Source: an optimization exercise on an open RTL-to-GDS flow (aim: small area, a short achievable clock period and few clock cycles per item). Production flows keep margins and buffers that such runs may drop.

12-22:
// isg_qmod_unit
module isg_qmod_unit (
    input  wire        clk,
    input  wire        rst,         
    input  wire        start,       
    input  wire        op,          
    input  wire        variant,     
    input  wire        bit_in,      
    input  wire [31:0] coef_in,     
    input  wire [31:0] qstep,       
    output wire        ready,
    output reg         done,        
    output wire [63:0] coef_out,    
    output reg         bit_out      
);
    wire [31:0] q_in = variant ? 32'h0001_0000 : qstep;
    wire        s_in = coef_in[31];
    wire [30:0] m_in = coef_in[30:0] ^ {31{s_in}};
    wire [31:0] M_in = op ? {m_in, s_in} : {1'b0, m_in};
    wire [4:0] im, iq;
    msb32 u_msbm (.x(M_in), .idx(im));
    msb32 u_msbq (.x(q_in), .idx(iq));
    wire [5:0]  dbl   = {1'b0, im} - {1'b0, iq};
    wire [3:0]  c_in  = dbl[5] ? 4'd0 : dbl[4:1];      
    wire [31:0] d_in  = q_in << {c_in, 1'b0};
    reg        v;           
    reg        first;       
    reg [3:0]  cnt;         
    reg        bitr, sr;
    reg [31:0] remr;        
    reg [31:0] dr;          
    reg [33:0] acc;         
    wire last = (cnt == 4'd0);
    assign ready = ~v | last;
    wire [33:0] t1 = {2'b00, remr} - {1'b0, dr, 1'b0};
    wire        q1 = ~t1[33];
    wire [31:0] r1 = q1 ? t1[31:0] : remr;
    wire [32:0] t2 = {1'b0, r1} - {1'b0, dr};
    wire        q2 = ~t2[32];
    wire [31:0] r2 = q2 ? t2[31:0] : r1;
    wire [33:0] ds   = {1'b0, dr, 1'b0} ^ {34{sr}};
    wire [33:0] a    = first ? 34'd0 : acc;
    wire [33:0] sum1 = a + ds + {33'd0, sr};
    wire [33:0] p1   = q1 ? sum1 : a;
    wire        lb0  = last & ~bitr;
    wire [33:0] b2   = lb0 ? ds : {sr, ds[33:1]};
    wire [33:0] sum2 = p1 + b2 + {33'd0, sr};
    wire        take = q2 | (last & bitr);
    always @(posedge clk) begin
        acc     <= take ? sum2 : p1;
        bit_out <= q1 ^ q2;
        if (ready) begin
            remr <= M_in;
            dr   <= d_in;
            bitr <= bit_in;
            sr   <= s_in;
            cnt  <= c_in;
        end else begin
            remr <= r2;
            dr   <= {2'b00, dr[31:2]};
            cnt  <= cnt - 4'd1;
        end
        if (rst) begin
            v     <= 1'b0;
  ...
Size: roughly 110 flip-flops, ~140 I/O pins, ~0.015 mm2 of cells after synthesis.
==> module isg_qmod_unit, before the edit <==
module isg_qmod_unit (
    input  wire        clk,
    input  wire        rst,         
    input  wire        start,       
    input  wire        op,          
    input  wire        variant,     
    input  wire        bit_in,      
    input  wire [31:0] coef_in,     
    input  wire [31:0] qstep,       
    output wire        ready,
    output reg         done,        
    output wire [63:0] coef_out,    
    output reg         bit_out      
);
    wire [31:0] q_in = variant ? 32'h0001_0000 : qstep;
    wire        s_in = coef_in[31];
    wire [30:0] m_in = coef_in[30:0] ^ {31{s_in}};
    wire [31:0] M_in = op ? {m_in, s_in} : {1'b0, m_in};
    wire [4:0] im, iq;
    msb32 u_msbm (.x(M_in), .idx(im));
    msb32 u_msbq (.x(q_in), .idx(iq));
    wire [5:0]  dbl   = {1'b0, im} - {1'b0, iq};
    wire [3:0]  c_in  = dbl[5] ? 4'd0 : dbl[4:1];      
    wire [31:0] d_in  = q_in << {c_in, 1'b0};
    reg        v;           
    reg        first;       
    reg [3:0]  cnt;         
    reg        bitr, sr;
    reg [31:0] remr;        
    reg [31:0] dr;          
    reg [33:0] acc;         
    wire last = (cnt == 4'd0);
    assign ready = ~v | last;
    wire [33:0] t1 = {2'b00, remr} - {1'b0, dr, 1'b0};
    wire        q1 = ~t1[33];
    wire [31:0] r1 = q1 ? t1[31:0] : remr;
    wire [32:0] t2 = {1'b0, r1} - {1'b0, dr};
    wire        q2 = ~t2[32];
    wire [31:0] r2 = q2 ? t2[31:0] : r1;
    wire [33:0] ds   = {1'b0, dr, 1'b0} ^ {34{sr}};
    wire [33:0] a    = first ? 34'd0 : acc;
    wire [33:0] sum1 = a + ds + {33'd0, sr};
    wire [33:0] p1   = q1 ? sum1 : a;
    wire        lb0  = last & ~bitr;
    wire [33:0] b2   = lb0 ? ds : {sr, ds[33:1]};
    wire [33:0] sum2 = p1 + b2 + {33'd0, sr};
    wire        take = q2 | (last & bitr);
    always @(posedge clk) begin
        acc     <= take ? sum2 : p1;
        bit_out <= q1 ^ q2;
        if (ready) begin
            remr <= M_in;
            dr   <= d_in;
            bitr <= bit_in;
            sr   <= s_in;
            cnt  <= c_in;
        end else begin
            remr <= r2;
            dr   <= {2'b00, dr[31:2]};
            cnt  <= cnt - 4'd1;
        end
        if (rst) begin
            v     <= 1'b0;
            done  <= 1'b0;
            first <= 1'b0;
        end else begin
            done  <= v & last;
            first <= ready & start;
            if (ready)
                v <= start;
        end
    end
    assign coef_out = {{30{acc[33]}}, acc};
endmodule
make LEC_CHECK=0 ABC_AREA=1 CAP_MARGIN=20 CORE_MARGIN=2 CORE_UTILIZATION=40 PLACE_DENSITY=0.6 SETUP_SLACK_MARGIN=5 SLEW_MARGIN=20 finish   # period 11.0 ns
run.sh (not shown) runs the stock make flow with config.mk's settings and CLKGATE_MAP_FILE= SYNTH_SCRIPT=/design/flow/synth_recipe.tcl, a recipe that flattens the netlist after the stock synthesis.
Here is what was changed in the inputs of 05-02 compared with 12-22.
--- a/flow/design.v
+++ b/flow/design.v
@@ -18,47 +18,43 @@
     wire [31:0] M_in = op ? {m_in, s_in} : {1'b0, m_in};
     wire [4:0] im, iq;
     msb32 u_msbm (.x(M_in), .idx(im));
     msb32 u_msbq (.x(q_in), .idx(iq));
-    wire [5:0]  dbl   = {1'b0, im} - {1'b0, iq};
-    wire [3:0]  c_in  = dbl[5] ? 4'd0 : dbl[4:1];      
-    wire [31:0] d_in  = q_in << {c_in, 1'b0};
+    wire [5:0] dbl   = {1'b0, im} - {1'b0, iq};
+    wire [4:0] sh_in = dbl[5] ? 5'd0 : dbl[4:0];
     reg        v;           
     reg        first;       
-    reg [3:0]  cnt;         
+    reg [4:0]  cnt;         
     reg        bitr, sr;
+    reg        qprev;       
     reg [31:0] remr;        
     reg [31:0] dr;          
+    reg [4:0]  shr;         
     reg [33:0] acc;         
-    wire last = (cnt == 4'd0);
+    wire last = (cnt == 5'd0);
     assign ready = ~v | last;
-    wire [33:0] t1 = {2'b00, remr} - {1'b0, dr, 1'b0};
-    wire        q1 = ~t1[33];
-    wire [31:0] r1 = q1 ? t1[31:0] : remr;
-    wire [32:0] t2 = {1'b0, r1} - {1'b0, dr};
-    wire        q2 = ~t2[32];
-    wire [31:0] r2 = q2 ? t2[31:0] : r1;
-    wire [33:0] ds   = {1'b0, dr, 1'b0} ^ {34{sr}};
+    wire [31:0] d  = dr << (first ? shr : 5'd0);
+    wire [32:0] t  = {1'b0, remr} - {1'b0, d};
+    wire        qb = ~t[32];
     wire [33:0] a    = first ? 34'd0 : acc;
-    wire [33:0] sum1 = a + ds + {33'd0, sr};
-    wire [33:0] p1   = q1 ? sum1 : a;
-    wire        lb0  = last & ~bitr;
-    wire [33:0] b2   = lb0 ? ds : {sr, ds[33:1]};
-    wire [33:0] sum2 = p1 + b2 + {33'd0, sr};
-    wire        take = q2 | (last & bitr);
+    wire [33:0] dsel = (last & ~bitr) ? {1'b0, d, 1'b0} : {2'b00, d};
+    wire [33:0] sum  = a + (dsel ^ {34{sr}}) + {33'd0, sr};
+    wire        take = qb | (last & bitr);
     always @(posedge clk) begin
-        acc     <= take ? sum2 : p1;
-        bit_out <= q1 ^ q2;
+        acc     <= take ? sum : a;
+        bit_out <= (~first & qprev) ^ qb;
+        qprev   <= qb;
         if (ready) begin
             remr <= M_in;
-            dr   <= d_in;
+            dr   <= q_in;
+            shr  <= sh_in;
             bitr <= bit_in;
             sr   <= s_in;
-            cnt  <= c_in;
+            cnt  <= sh_in;
         end else begin
-            remr <= r2;
-            dr   <= {2'b00, dr[31:2]};
-            cnt  <= cnt - 4'd1;
+            remr <= qb ? t[31:0] : remr;
+            dr   <= {1'b0, d[31:1]};
+            cnt  <= cnt - 5'd1;
         end
         if (rst) begin
             v     <= 1'b0;
             done  <= 1'b0;
==> run summary <==
05-02 has completed all stages; timing, DRC and antenna checks passed.
Diff 05-02..12-22 | max-capacitance violation count | unchanged
Any difference in average instance area after synthesis between 12-22 and 05-02 is small enough to ignore.
Between 12-22 and 05-02, netlist area before placement is higher for 12-22, 05-02 comes in under that.
Taking 12-22 as the reference, in 05-02 routed length per placed instance dropped 1.3 um, compound-cell area share of the yosys netlist climbed 0.28 points, largest fanout of any net on the critical path dropped 13.
Delay of the slowest cell on the worst path: 12-22 and 05-02 compared, lower one is 12-22
Die area in 05-02 is 18% below 12-22.
Start point of the critical path = qstep[16]: 05-02; start point of the critical path = coef_in[31]: 12-22
No run of this note included a check of the RTL's function; only the layout flow was run.

* * *

run 3:
isg_qmod_unit, a different RTL version from the one above (not shown whole).
Size in the first run: roughly 2,500 cells after synthesis, about 110 flip-flops, about 140 I/O pins, about 0.015 mm2 of cells after synthesis.
==> module isg_qmod_unit, before the edit <==
module isg_qmod_unit (
    input  wire        clk,
    input  wire        rst,         
    input  wire        start,       
    input  wire        op,          
    input  wire        variant,     
    input  wire        bit_in,      
    input  wire [31:0] coef_in,     
    input  wire [31:0] qstep,       
    output wire        ready,
    output reg         done,        
    output wire [63:0] coef_out,    
    output reg         bit_out      
);
    wire [31:0] q_in = variant ? 32'h0001_0000 : qstep;
    wire        s_in = coef_in[31];
    wire [30:0] m_in = coef_in[30:0] ^ {31{s_in}};
    wire [31:0] M_in = {m_in, s_in};
    wire [4:0] im, iq;
    msb32 u_msbm (.x(M_in), .idx(im));
    msb32 u_msbq (.x(q_in), .idx(iq));
    wire [5:0]  dbl   = {1'b0, im} + {1'b1, ~iq} + {5'd0, op};    
    wire [3:0]  c_in  = dbl[5] ? 4'd0 : dbl[4:1];      
    wire [32:0] d_in  = {1'b0, q_in} << {c_in, ~op};
    reg        v;           
    reg        first;       
    reg [3:0]  cnt;         
    reg        bitr, sr;
    reg [31:0] remr;        
    reg [32:0] dr;          
    reg [33:0] acc;         
    wire last = (cnt == 4'd0);
    assign ready = ~v | last;
    wire [34:0] t1 = {3'b000, remr} - {1'b0, dr, 1'b0};
    wire        q1 = ~t1[34];
    wire [31:0] r1 = q1 ? t1[31:0] : remr;
    wire [33:0] t2 = {2'b00, r1} - {1'b0, dr};
    wire        q2 = ~t2[33];
    wire [31:0] r2 = q2 ? t2[31:0] : r1;
    wire [33:0] S    = {34{sr}};
    wire [33:0] a    = first ? 34'd0 : acc;
    wire [33:0] sum1 = a + ({1'b0, dr} ^ S) + {33'd0, sr};
    wire [33:0] p1   = q1 ? sum1 : a;
    wire        lb0  = last & ~bitr;
    wire [33:0] b2   = lb0 ? {1'b0, dr} : {2'b00, dr[32:1]};
    wire [33:0] sum2 = p1 + (b2 ^ S) + {33'd0, sr};
    wire        take = q2 | (last & bitr);
    always @(posedge clk) begin
        acc     <= take ? sum2 : p1;
        bit_out <= q1 ^ q2;
        if (ready) begin
            remr <= M_in;
            dr   <= d_in;
            bitr <= bit_in;
            sr   <= s_in;
            cnt  <= c_in;
        end else begin
            remr <= r2;
            dr   <= {2'b00, dr[32:2]};
            cnt  <= cnt - 4'd1;
        end
        if (rst) begin
            v     <= 1'b0;
            done  <= 1'b0;
            first <= 1'b0;
        end else begin
            done  <= v & last;
            first <= ready & start;
            if (ready)
                v <= start;
        end
    end
    assign coef_out = {{30{acc[33]}}, acc};
endmodule
export LEC_CHECK = 0
export ABC_AREA = 1
export CAP_MARGIN = 20
export CORE_MARGIN = 2
export CORE_UTILIZATION = 40
export PLACE_DENSITY = 0.6
export SETUP_SLACK_MARGIN = 5
export SLEW_MARGIN = 20
create_clock -name core_clock -period 11.0 [get_ports {clk}]
The final layout from run 3, which completed every stage, passed the timing, DRC and antenna checks at the end of the flow.
The inputs of run 4 differ from those of run 3 as listed below.
==> flow/design.v <==
module isg_qmod_unit (
    input  wire        clk,
    input  wire        rst,         
    input  wire        start,       
    input  wire        op,          
    input  wire        variant,     
    input  wire        bit_in,      
    input  wire [31:0] coef_in,     
    input  wire [31:0] qstep,       
    output wire        ready,
    output reg         done,        
    output wire [63:0] coef_out,    
    output reg         bit_out      
);
    wire [31:0] q_in = variant ? 32'h0001_0000 : qstep;
    wire        s_in = coef_in[31];
    wire [30:0] m_in = coef_in[30:0] ^ {31{s_in}};
    wire [31:0] M_in = op ? {m_in, s_in} : {1'b0, m_in};
    wire [4:0] im, iq;
    msb32 u_msbm (.x(M_in), .idx(im));
    msb32 u_msbq (.x(q_in), .idx(iq));
    wire [5:0] dbl   = {1'b0, im} - {1'b0, iq};
    wire [4:0] sh_in = dbl[5] ? 5'd0 : dbl[4:0];
    reg        v;           
    reg        first;       
    reg [4:0]  cnt;         
    reg        bitr, sr;
    reg        qprev;       
    reg [31:0] remr;        
    reg [31:0] dr;          
    reg [4:0]  shr;         
    reg [33:0] acc;         
    wire last = (cnt == 5'd0);
    assign ready = ~v | last;
    wire [31:0] d  = dr << (first ? shr : 5'd0);
    wire [32:0] t  = {1'b0, remr} - {1'b0, d};
    wire        qb = ~t[32];
    wire [33:0] a    = first ? 34'd0 : acc;
    wire [33:0] dsel = (last & ~bitr) ? {1'b0, d, 1'b0} : {2'b00, d};
    wire [33:0] sum  = a + (dsel ^ {34{sr}}) + {33'd0, sr};
    wire        take = qb | (last & bitr);
    always @(posedge clk) begin
        acc     <= take ? sum : a;
        bit_out <= (~first & qprev) ^ qb;
        qprev   <= qb;
        if (ready) begin
            remr <= M_in;
            dr   <= q_in;
            shr  <= sh_in;
            bitr <= bit_in;
            sr   <= s_in;
            cnt  <= sh_in;
        end else begin
            remr <= qb ? t[31:0] : remr;
            dr   <= {1'b0, d[31:1]};
            cnt  <= cnt - 5'd1;
        end
        if (rst) begin
            v     <= 1'b0;
            done  <= 1'b0;
            first <= 1'b0;
        end else begin
            done  <= v & last;
            first <= ready & start;
            if (ready)
                v <= start;
        end
    end
    assign coef_out = {{30{acc[33]}}, acc};
endmodule
module msb32 (
    input  wire [31:0] x,
    output wire [4:0]  idx
);
    wire [15:0] x1 = idx[4] ? x[31:16] : x[15:0];
    wire [7:0]  x2 = idx[3] ? x1[15:8] : x1[7:0];
    wire [3:0]  x3 = idx[2] ? x2[7:4]  : x2[3:0];
    wire [1:0]  x4 = idx[1] ? x3[3:2]  : x3[1:0];
    assign idx[4] = |x[31:16];
    assign idx[3] = |x1[15:8];
    assign idx[2] = |x2[7:4];
    assign idx[1] = |x3[3:2];
    assign idx[0] = x4[1];
endmodule
[summary]
Run 4 against run 3: number of CTS-inserted buffers climbed 8; core utilization dropped 3.4 points; initial core utilization dropped 0.37 points; global-route usage dropped 3.8 points.
Compared with run 3, run 4 shows total number of placement rows lower by about 11%.
Compared run 4 vs run 3, and synthesized-area fraction occupied by adder cells is down in run 4.
The final hold slack of run 4 was inferior to that of run 3.
Count of plain and timing-repair buffers (run 4 / run 3): 0.60
Relative to run 3, the worst path setup slack after routing of run 4 is higher by 0.57 ns.
Synthesized cell count, run 3 and run 4, higher one = run 3.
No run of this note included a check of the RTL's function; only the layout flow was run.

port drivers added, routing unchanged:
The results above use ideal ports. As a check the final layouts listed here were re-extracted and re-timed, cells and wires unchanged. Step 1: set_driving_cell puts a clkbuf_16 on clk and a buf_2 on each other input, an assumption about the parent block. Step 2 adds t to the input delays and takes it off the output delays; t is the mean of the earliest and latest rising clock arrival at the registers after step 1. Input paths then give back, and output paths get back, about the clock's delay inside the block. a / b / c = ideal / step 1 / step 2; a / b = the first two.
| run | t, ns | setup slack, ns | hold WS [ns] | clock arrival spread, ns | worst register clock-pin slew, ns |
|---|---|---|---|---|---|
| 12-22 | 0.427 | 5.097 / 5.132 / 4.705 | 0.514 / 0.514 / 0.514 | 0.015 / 0.015 | 0.09 / 0.09 |
| 05-02 | 0.471 | 5.255 / 5.280 / 4.809 | 0.504 / 0.504 / 0.504 | 0.012 / 0.012 | 0.06 / 0.06 |
| run 3 | 0.436 | 4.939 / 4.833 / 4.396 | 0.473 / 0.473 / 0.473 | 0.012 / 0.011 | 0.08 / 0.08 |
| run 4 | 0.479 | 5.510 / 5.530 / 5.051 | 0.464 / 0.464 / 0.464 | 0.010 / 0.011 | 0.06 / 0.06 |
After both steps setup and hold are still met in every run listed. For run 3, which loses most, drivers alone change the setup slack by -0.106 ns; drivers and shift together by -0.543 ns.
